Background: an optimization exercise with open tools, aiming at small area, a short achievable clock period and few clock cycles per item. Do not read the settings as production practice. Function was checked by simulation only, so behaviour that the tests miss may differ from the original. Power figures rest on the tool's default switching activity, not on a simulated workload.

$ cat flow/config.mk
export PLATFORM = sky130hd
export DESIGN_NAME = tnt2_permutator
export DESIGN_NICKNAME = tnt2_permutator
export VERILOG_FILES = /design/flow/design.v
export SDC_FILE = /design/flow/constraint.sdc
export NUM_CORES = 4
export LEC_CHECK = 0
export CAP_MARGIN = 20
export CORE_MARGIN = 2
export CORE_UTILIZATION = 22
export PLACE_DENSITY = 0.3
export SLEW_MARGIN = 20
$ cat flow/constraint.sdc
create_clock -name core_clock -period 12.0 [get_ports {clk}]
set_input_delay 2.4000 -clock core_clock [delete_from_list [all_inputs] [get_ports {clk}]]
set_output_delay 2.4000 -clock core_clock [all_outputs]
set_load 0.01 [all_outputs]
$ cat flow/design.v
module tnt2_permutator (
    input  wire         clk,
    input  wire         rst,           
    input  wire         cmd_valid,
    input  wire [1:0]   cmd,           
    input  wire [5:0]   len,           
    input  wire [255:0] din,           
    input  wire [63:0]  idx,           
    input  wire [2:0]   ncyc,          
    input  wire [35:0]  cyc_lens,      
    input  wire         tbl_we,        
    input  wire [7:0]   tbl_addr,
    input  wire [7:0]   tbl_data,
    output wire         ready,
    output reg          resp_valid,
    output reg  [3:0]   status,
    output reg  [255:0] dout
);
    localparam integer P  = 16;            
    localparam integer LP = 4;             
    localparam integer W  = 256 / P;       
    localparam integer LW = 8 - LP;        
    localparam integer SB = 3;             
    localparam integer QW = 66;            
    localparam [1:0] CMD_NEW = 2'd0, CMD_APPLYF = 2'd1, CMD_APPLYI = 2'd2, CMD_SEEK = 2'd3;
    localparam [3:0] ST_OK = 4'd0, ST_CONFIG = 4'd2, ST_ILLEGAL = 4'd4;
    localparam [6:0] S_IDLE = 7'b0000001,
                     S_LENS = 7'b0000010,   
                     S_RUN  = 7'b0000100,   
                     S_CHK  = 7'b0001000,   
                     S_DIV  = 7'b0010000,   
                     S_TW   = 7'b0100000,   
                     S_DRN  = 7'b1000000;   
    reg [6:0] state;
    assign ready = state[0];
    reg [2047:0] ring;                     
    reg [7:0]    base;                     
    reg [7:0]    bnx;                      
    reg [8:0]  clen  [0:3];                
    reg [8:0]  cstart[0:3];                
    reg [7:0]  ccur  [0:3];                
    reg [8:0]  thr   [0:3];                
    reg [7:0]  dwr   [0:3];                
    reg [7:0]  dnw   [0:3];                
    reg        loaded;
    reg         op_inv;                    
    reg         op_new;                    
    reg [LW-1:0] cnt;
    reg [255:0] blk;
    reg [8*P-1:0] A;                       
    reg [8*P-1:0] WAr;                     
    reg [P-1:0]   Vr;                      
    reg           wen;                     
    reg [QW-1:0]  quot;
    reg [8:0]   rem [0:3];
    reg [4:0]   dcnt;
    reg [7:0]   wa, wd;
    reg [2:0]   n_ncyc;
    reg [35:0]  n_lens;
    integer k, c, b;
    function automatic ge9(input [8:0] a, input [8:0] bb);
        reg [8:0] gt, eq;
        reg g, e;
        integer q;
        begin
            g = 1'b0; e = 1'b1;
            for (q = 8; q >= 0; q = q - 1) begin
                g = g | (e & a[q] & ~bb[q]);
                e = e & ~(a[q] ^ bb[q]);
            end
            ge9 = g | e;
        end
    endfunction
    function automatic [7:0] add8(input [7:0] a, input [7:0] bb);
        reg [7:0] g, p, G, Pp, Gn, Pn;
        integer q, d;
        begin
            g = a & bb; p = a ^ bb;
            G = g; Pp = p;
            for (d = 1; d < 8; d = d * 2) begin
                Gn = G; Pn = Pp;
                for (q = d; q < 8; q = q + 1) begin
                    Gn[q] = G[q] | (Pp[q] & G[q-d]);
                    Pn[q] = Pp[q] & Pp[q-d];
                end
                G = Gn; Pp = Pn;
            end
            add8 = p ^ {G[6:0], 1'b0};
        end
    endfunction
    function automatic [10:0] sub10(input [9:0] a, input [8:0] bb);
        reg [9:0] y, g, p, G, Pp, Gn, Pn;
        integer q, d;
        begin
            y = ~{1'b0, bb};
            g = a & y; p = a ^ y;
            G = g; Pp = p;
            G[0] = g[0] | p[0];
            for (d = 1; d < 10; d = d * 2) begin
                Gn = G; Pn = Pp;
                for (q = d; q < 10; q = q + 1) begin
                    Gn[q] = G[q] | (Pp[q] & G[q-d]);
                    Pn[q] = Pp[q] & Pp[q-d];
                end
                G = Gn; Pp = Pn;
            end
            sub10 = {G[9], p ^ {G[8:0], 1'b1}};
        end
    endfunction
    reg [8*P-1:0] A_n;
    reg [7:0] jn, dsel;
    reg [8:0] tsel;
    reg [7:0] wsel, nsel;
    always @(*) begin
        for (k = 0; k < P; k = k + 1) begin
            jn = {bnx[7:LP], k[LP-1:0]};
            if (ge9({1'b0, jn}, cstart[3])) begin
                tsel = thr[3]; wsel = dwr[3]; nsel = dnw[3];
            end else if (ge9({1'b0, jn}, cstart[2])) begin
                tsel = thr[2]; wsel = dwr[2]; nsel = dnw[2];
            end else if (ge9({1'b0, jn}, cstart[1])) begin
                tsel = thr[1]; wsel = dwr[1]; nsel = dnw[1];
            end else begin
                tsel = thr[0]; wsel = dwr[0]; nsel = dnw[0];
            end
            dsel = ge9({1'b0, jn}, tsel) ? nsel : wsel;
            A_n[8*k +: 8] = add8(jn, dsel);
        end
    end
    reg [P-1:0]   V_n;
    reg [8*P-1:0] WA_n;
    reg [7:0]     ra;
    always @(*) begin
        for (k = 0; k < P; k = k + 1) begin
            ra = op_inv ? ring[8*k +: 8] : A[8*k +: 8];
            WA_n[8*k +: 8] = op_inv ? A[8*k +: 8] : ring[8*k +: 8];
            V_n[k] = op_new | blk[ra];
        end
    end
    reg [255:0] hits;
    reg [7:0]   wadr;
    reg [15:0]  dhi, dlo;
    always @(*) begin
        hits = 256'd0;
        for (k = 0; k < P; k = k + 1) begin
            wadr = WAr[8*k +: 8];
            for (b = 0; b < 16; b = b + 1) begin
                dhi[b] = (wadr[7:4] == b[3:0]);
                dlo[b] = (wadr[3:0] == b[3:0]) & Vr[k];
            end
            for (b = 0; b < 256; b = b + 1)
                hits[b] = hits[b] | (dhi[b/16] & dlo[b%16]);
        end
    end
    reg [8:0]  rem_n [0:3];
    reg [10:0] dd;
    reg [9:0]  t;
    always @(*) begin
        for (c = 0; c < 4; c = c + 1) begin
            rem_n[c] = rem[c];
            for (b = 0; b < SB; b = b + 1) begin
                t  = {rem_n[c], quot[QW - 1 - b]};
                dd = sub10(t, clen[c]);
                rem_n[c] = dd[10] ? dd[8:0] : t[8:0];
            end
        end
    end
    wire ins = state[5] && (wa[7:LP] == bnx[7:LP]);
    reg [2047:0] ring_n;
    always @(*) begin
        ring_n = {ring[8*P-1:0], ring[2047:8*P]};
        if (ins)
            ring_n[8*wa[LP-1:0] +: 8] = wd;
    end
    always @(posedge clk) begin
        ring <= ring_n;
        A    <= A_n;
        WAr  <= WA_n;
        Vr   <= V_n;
    end
    wire [8:0] in_len0 = n_lens[8:0];
    wire [8:0] in_len1 = n_lens[17:9];
    wire [8:0] in_len2 = n_lens[26:18];
    wire [8:0] in_len3 = n_lens[35:27];
    wire [8:0] use_len0 = in_len0;
    wire [8:0] use_len1 = (n_ncyc >= 3'd2) ? in_len1 : 9'd0;
    wire [8:0] use_len2 = (n_ncyc >= 3'd3) ? in_len2 : 9'd0;
    wire [8:0] use_len3 = (n_ncyc >= 3'd4) ? in_len3 : 9'd0;
    wire [10:0] len_sum = {2'b0, use_len0} + {2'b0, use_len1} + {2'b0, use_len2} + {2'b0, use_len3};
    wire lens_ok = (n_ncyc >= 3'd1) && (n_ncyc <= 3'd4) &&
                   (in_len0 != 9'd0) &&
                   (n_ncyc < 3'd2 || in_len1 != 9'd0) &&
                   (n_ncyc < 3'd3 || in_len2 != 9'd0) &&
                   (n_ncyc < 3'd4 || in_len3 != 9'd0) &&
                   (len_sum == 11'd256);
    wire [8:0] st1 = use_len0;
    wire [8:0] st2 = use_len0 + use_len1;
    wire [8:0] st3 = use_len0 + use_len1 + use_len2;
    reg [7:0] cur_adv [0:3];
    reg [7:0] cur_n   [0:3];
    reg       cur_set_adv, cur_set_zero, cur_set_div;
    always @(*) begin
        for (c = 0; c < 4; c = c + 1) begin
            cur_adv[c] = ({1'b0, ccur[c]} + 9'd1 == clen[c]) ? 8'd0 : ccur[c] + 8'd1;
            if (cur_set_zero)
                cur_n[c] = 8'd0;
            else if (cur_set_div)
                cur_n[c] = (clen[c] != 9'd0) ? rem_n[c][7:0] : 8'd0;
            else if (cur_set_adv && clen[c] != 9'd0)
                cur_n[c] = cur_adv[c];
            else
                cur_n[c] = ccur[c];
        end
    end
    wire apply_len_ok = (len != 6'd0) && (len <= 6'd32);
    always @(*) begin
        cur_set_adv  = 1'b0;
        cur_set_zero = 1'b0;
        cur_set_div  = 1'b0;
        if (!rst) begin
            if (state[0] && cmd_valid && cmd[1] != cmd[0] && apply_len_ok && loaded && len != 6'd32)
                cur_set_adv = 1'b1;
            if (state[6] && !op_new)
                cur_set_adv = 1'b1;
            if (state[1])
                cur_set_zero = 1'b1;
            if (state[4] && dcnt == 5'd1)
                cur_set_div = 1'b1;
        end
    end
    always @(posedge clk) begin
        for (c = 0; c < 4; c = c + 1) begin
            ccur[c] <= cur_n[c];
            thr[c]  <= cstart[c] + {1'b0, cur_n[c]};
            dwr[c]  <= clen[c][7:0] - cur_n[c];
            dnw[c]  <= 8'd0 - cur_n[c];
        end
    end
    always @(posedge clk) begin
        resp_valid <= 1'b0;
        if (rst) begin
            state  <= S_IDLE;
            loaded <= 1'b0;
            base   <= 8'd0;
            bnx    <= P;
        end else begin
            base <= bnx;
            bnx  <= bnx + P;
            case (state)
            S_IDLE: begin
                if (tbl_we) begin
                    wa     <= tbl_addr;
                    wd     <= tbl_data;
                    loaded <= 1'b0;
                    state  <= S_TW;
                end
                if (cmd_valid) begin
                    cnt    <= {LW{1'b0}};
                    op_inv <= 1'b0;
                    op_new <= 1'b0;
                    case (cmd)
                    CMD_NEW: begin
                        loaded <= 1'b0;
                        n_ncyc <= ncyc;
                        n_lens <= cyc_lens;
                        state  <= S_LENS;
                    end
                    CMD_APPLYF, CMD_APPLYI: begin
                        if (!apply_len_ok || !loaded) begin
                            status     <= ST_ILLEGAL;
                            resp_valid <= 1'b1;
                        end else if (len != 6'd32) begin
                            dout       <= din;
                            status     <= ST_OK;
                            resp_valid <= 1'b1;
                        end else begin
                            blk    <= din;
                            dout   <= 256'd0;
                            op_inv <= cmd[1];
                            status <= ST_OK;
                            state  <= S_RUN;
                        end
                    end
                    CMD_SEEK: begin
                        if (!loaded) begin
                            status     <= ST_ILLEGAL;
                            resp_valid <= 1'b1;
                        end else begin
                            if (idx[63:16] == 48'd0) begin
                                quot <= {2'b0, idx[15:0], 48'd0};
                                dcnt <= 5'd6;
                            end else if (idx[63:32] == 32'd0) begin
                                quot <= {1'b0, idx[31:0], 33'd0};
                                dcnt <= 5'd11;
                            end else if (idx[63:48] == 16'd0) begin
                                quot <= {idx[47:0], 18'd0};
                                dcnt <= 5'd16;
                            end else begin
                                quot <= {2'b0, idx};
                                dcnt <= 5'd22;
                            end
                            for (c = 0; c < 4; c = c + 1)
                                rem[c] <= 9'd0;
                            status <= ST_OK;
                            state  <= S_DIV;
                        end
                    end
                    endcase
                end
            end
            S_LENS: begin
                if (lens_ok) begin
                    clen[0]   <= use_len0;
                    clen[1]   <= use_len1;
                    clen[2]   <= use_len2;
                    clen[3]   <= use_len3;
                    cstart[0] <= 9'd0;
                    cstart[1] <= (use_len1 != 9'd0) ? st1 : 9'd256;
                    cstart[2] <= (use_len2 != 9'd0) ? st2 : 9'd256;
                    cstart[3] <= (use_len3 != 9'd0) ? st3 : 9'd256;
                    dout      <= 256'd0;
                    op_new    <= 1'b1;
                    state     <= S_RUN;
                end else begin
                    status     <= ST_CONFIG;
                    resp_valid <= 1'b1;
                    state      <= S_IDLE;
                end
            end
            S_RUN: begin
                if (wen)
                    dout <= dout | hits;
                cnt  <= cnt + 1'b1;
                if (cnt == W - 1)
                    state <= S_DRN;
            end
            S_DRN: begin
                dout <= dout | hits;
                if (op_new) begin
                    state <= S_CHK;
                end else begin
                    resp_valid <= 1'b1;
                    state      <= S_IDLE;
                end
            end
            S_CHK: begin
                if (&dout) begin
                    loaded <= 1'b1;
                    status <= ST_OK;
                end else begin
                    status <= ST_CONFIG;
                end
                resp_valid <= 1'b1;
                state      <= S_IDLE;
            end
            S_DIV: begin
                quot <= quot << SB;
                for (c = 0; c < 4; c = c + 1)
                    rem[c] <= rem_n[c];
                dcnt <= dcnt - 5'd1;
                if (dcnt == 5'd1) begin
                    resp_valid <= 1'b1;
                    state      <= S_IDLE;
                end
            end
            S_TW: begin
                if (ins)
                    state <= S_IDLE;
            end
            default: state <= S_IDLE;
            endcase
        end
    end
    always @(posedge clk) begin
        if (rst)
            wen <= 1'b0;
        else
            wen <= state[2];
    end
endmodule
$ cat flow/run.sh
#!/bin/bash
# synth_recipe.tcl (not shown) runs the flow's synth.tcl, then flattens the netlist and writes it again
# the make line also repeats each setting of config.mk as NAME=value (left out here)
make -C /OpenROAD-flow-scripts/flow DESIGN_CONFIG=/design/flow/config.mk WORK_HOME=/design/flow/orfs CLKGATE_MAP_FILE= SYNTH_SCRIPT=/design/flow/synth_recipe.tcl finish
==> results.ini <==
[global_route]
grt_pass1_wl_mm = 2290
grtUsageMet2_pct = 58.1
grt-busiest-layer = met2
met3_usage_pct = 25.0
track_usage_pct = 44.5
grt_start_max_net_pins = 149
antenna_found_initial = 661
use_met1_pct = 54.0
first_global_vias = 167000
gr-total-overflow = 0

[critical_path]
crit_fanout = 5
ff2ff_setup_slack_ns = 1.24
cp.required_ns = 13.04
setup.worst_path.start = clen[0][2]
r2r_cells = 48
cp.arrival_ns = 11.81
cpPeakStageDelay_ns = 0.53
worstReg2RegEnd = dwr[0][7]
cp-start-kind = flip-flop
crit_slowest_cell = a2111o_1
path_class = flip-flop to flip-flop
r2r-start = clen[0][2]
cp-end-kind = flip-flop

[drt]
routed_via_density = 6.76
drc_errors = 0
drt-total-wl_mm = 1890
drtPass1Iterations = 11
via_count = 200000
route.antenna.remaining_nets = 16
wl_per_cell_um = 63.9
first_iter_violations = 35400

[final_layout]
layout_commonest_cell = dfxtp_1
final_cell_mix = dfxtp_1, o22ai_1, buf_4
drive_gt1_share_pct = 24.2
fin_nets = 18200
areaGrowthSynthToFinish_pct = 21.4
utilization_pct = 26.7

[synth]
ys_seq_area_share_pct = 40.2
synth_top_area_share_pct = 27.6
synth-edff-count = 745
synthArstFlopShare_pct = 0
syn_inst = 18600
ys_warn_count = 11
synth_ff_type = dfxtp_1
synth.avg_cell_area_um2 = 9.57
ys_types = 114
synth_seq_cells = 3198
mappedNetlistArea_mm2 = 0.178
post-synth-top-area-cell = dfxtp_1
ys_top_cells_by_area = dfxtp_1, mux4_2, edfxtp_1

[worst_hold_path]
worst_hold_path_type = flip-flop to flip-flop
min_from = ring[1918]
min_path_cells = 0
hold_path_end = ring[1790]

[power]
power.leakage_nw = 75.0
vdd.ir_drop.worst_mv = 0.132
power.density_mw_per_mm2 = 190

[floorplanning]
die_h_um = 903
io_pins = 649
row_count = 330
dieArea_mm2 = 0.815
die_width_um = 903
initial_core_util_pct = 22.0
core_area_mm2 = 0.806

[status]
outcome = failed layout checks
failed_checks = antenna violations, max-capacitance violations, max-slew violations

[timing]
slew_headroom_pct = -0.525
tns_ns = 0
finalClockSkew_ns = 0.189
drv_slew = 3
timing.final.crit_share_pct = 89.7
finalHoldViolations = 0
grt_setup_unrepaired = no
worst_pin_slew_ns = 1.50
finalCriticalPeriod_ns = 10.76
setup_viol = 0
fmax_mhz = 92.9

[cts]
cts_resized = 0
cts_hold_buffers = 0
htree_levels = 5
cts_setup_buffers = 0
cts_tree = done
numCtsBuffers = 387
path_clk_slew_ns = 0.06
clockBufferDepth = 4
cts.sinks = 3198
clock_latency_ns = 1.22
ctsRootBufferMaster = clkbuf_16

[placed_design]
place.gp.congestion = 1.13
dp_hpwl_mm = 1370
io_buffers = 646

[job]
drv_cap = 1

[how the worst max path moves through the flow]
stage,endpoint,slack (ns),cells after the start
3_3_place_gp,dwr[0][7],1.12,48
4_1_cts,dwr[0][7],1.15,48
3_5_place_dp,dwr[0][7],1.21,48
2_1_floorplan,blk[0],2.17,5
5_1_grt,dwr[0][7],0.29,49
6_report,dwr[0][7],1.24,48
[power breakdown]
part           internal, W  total, W  leakage (nW)  switching [W]
combinational      0.00371    0.0160          41.8         0.0123
clock              0.00732    0.0127          6.67        0.00541
sequential          0.0114    0.0123          26.6       0.000943
total               0.0224    0.0410          75.0         0.0186
[metal layers]
metal,wire [um],up-vias
met1,756000,104000
met4,161000,118
met2,725000,21400
met3,241000,6666
li1,-,67400
met5,5760,-
[state kept, by name (all words and copies together) (netlist names), 28 cells and up]
signal,count
rem,36
quot,66
n_lens,36
dwr,32
ring,2048
blk,256
WAr,128
clen,36
dnw,32
A,128
thr,28
dout,256
[area by class of cell]
type,instances,area (um2)
diodes,932,2330
clock buffers,549,11300
clock inverters,168,2300
fillers,84800,591000
inverters,257,965
multi-input cells,11600,96000
flip-flops and latches,3198,71600
well taps,10800,13500
repair buffers,2077,17700
[cell families after synthesis]
kind of cell             count (synthesis)  share of synthesized area, %
AO/OA/AOI/OAI                         4721                          18.0
buffers and inverters                 3782                          8.06
multiplexers                          1894                          18.2
flip-flops                            3198                          40.2
other                                    1                       0.00211
adder cells (fa/ha/maj)                350                          2.58
AND/OR/NAND/NOR                       4304                          11.4
XOR/XNOR                               309                          1.52
[through the flow]
stage                     instance area, um2  total power (W)  instances  hold slack, ns  setup WS [ns]
after detailed placement              199000           0.0271      27900           0.312           1.21
final                                 216000           0.0410      29600           0.259           1.24
after global placement                199000           0.0273      27900           0.309           1.12
after global routing                  214000           0.0408      28900           0.256          0.288
after CTS                             213000           0.0399      28600           0.247           1.15
after floorplan                       178000           0.0175      18600           0.382           2.17
[synthesized netlist by cell type, types with 189 or more instances]
| library cell | count |
|---|---|
| nor4_1 | 189 |
| inv_1 | 251 |
| xnor2_1 | 221 |
| a22o_1 | 263 |
| clkbuf_1 | 3281 |
| nor3_1 | 315 |
| mux2i_1 | 519 |
| edfxtp_1 | 745 |
| a21oi_1 | 768 |
| nor2_1 | 883 |
| o22ai_1 | 1463 |
| ha_1 | 265 |
| mux2_2 | 333 |
| a211oi_1 | 466 |
| dfxtp_1 | 2453 |
| and2_1 | 334 |
| o21ai_0 | 349 |
| nand2_1 | 1476 |
| nand3_1 | 518 |
| a2111oi_0 | 203 |
| mux4_2 | 1041 |
| a31oi_1 | 236 |
[worst max-delay path, delay by kind of cell, from the launching register on]
kind                     cells  cell delay [ns]
buffers and inverters        5             0.71
AND/OR/NAND/NOR              8             0.95
XOR/XNOR                     2             0.29
adder cells (fa/ha/maj)      4             1.11
multiplexers                 1             0.37
flip-flops                   1             0.48
AO/OA/AOI/OAI               28             6.73
Testbench counts, summed over its fixed seeds: cycles 9,168, items 448.

==> port drivers added, routing unchanged <==
In the flow no input, the clock included, has a driving cell. The finished layout below was timed again as built, in two steps.
Step 1 (the two cells are an assumption about what drives the block):
set clk [get_ports {clk}]
set_driving_cell -lib_cell sky130_fd_sc_hd__clkbuf_16 $clk
set_driving_cell -lib_cell sky130_fd_sc_hd__buf_2 [delete_from_list [all_inputs] $clk]
Step 2 times the ports against the registers' clock, not the clock port: input delays grow and output delays shrink by t, the midpoint of the rising clock arrivals with the driver on.
Three values: ideal ports, drivers, drivers and shift; two values: the first two.
t, ns: 1.315
setup slack, ns: 1.236 / 1.236 / 1.236
slew at the worst register clock pin (ns): 0.09 / 0.09
pins driven straight from the clock port: 1
The setup slack of this run moves by 0.000 ns with the drivers and by 0.000 ns with both steps.
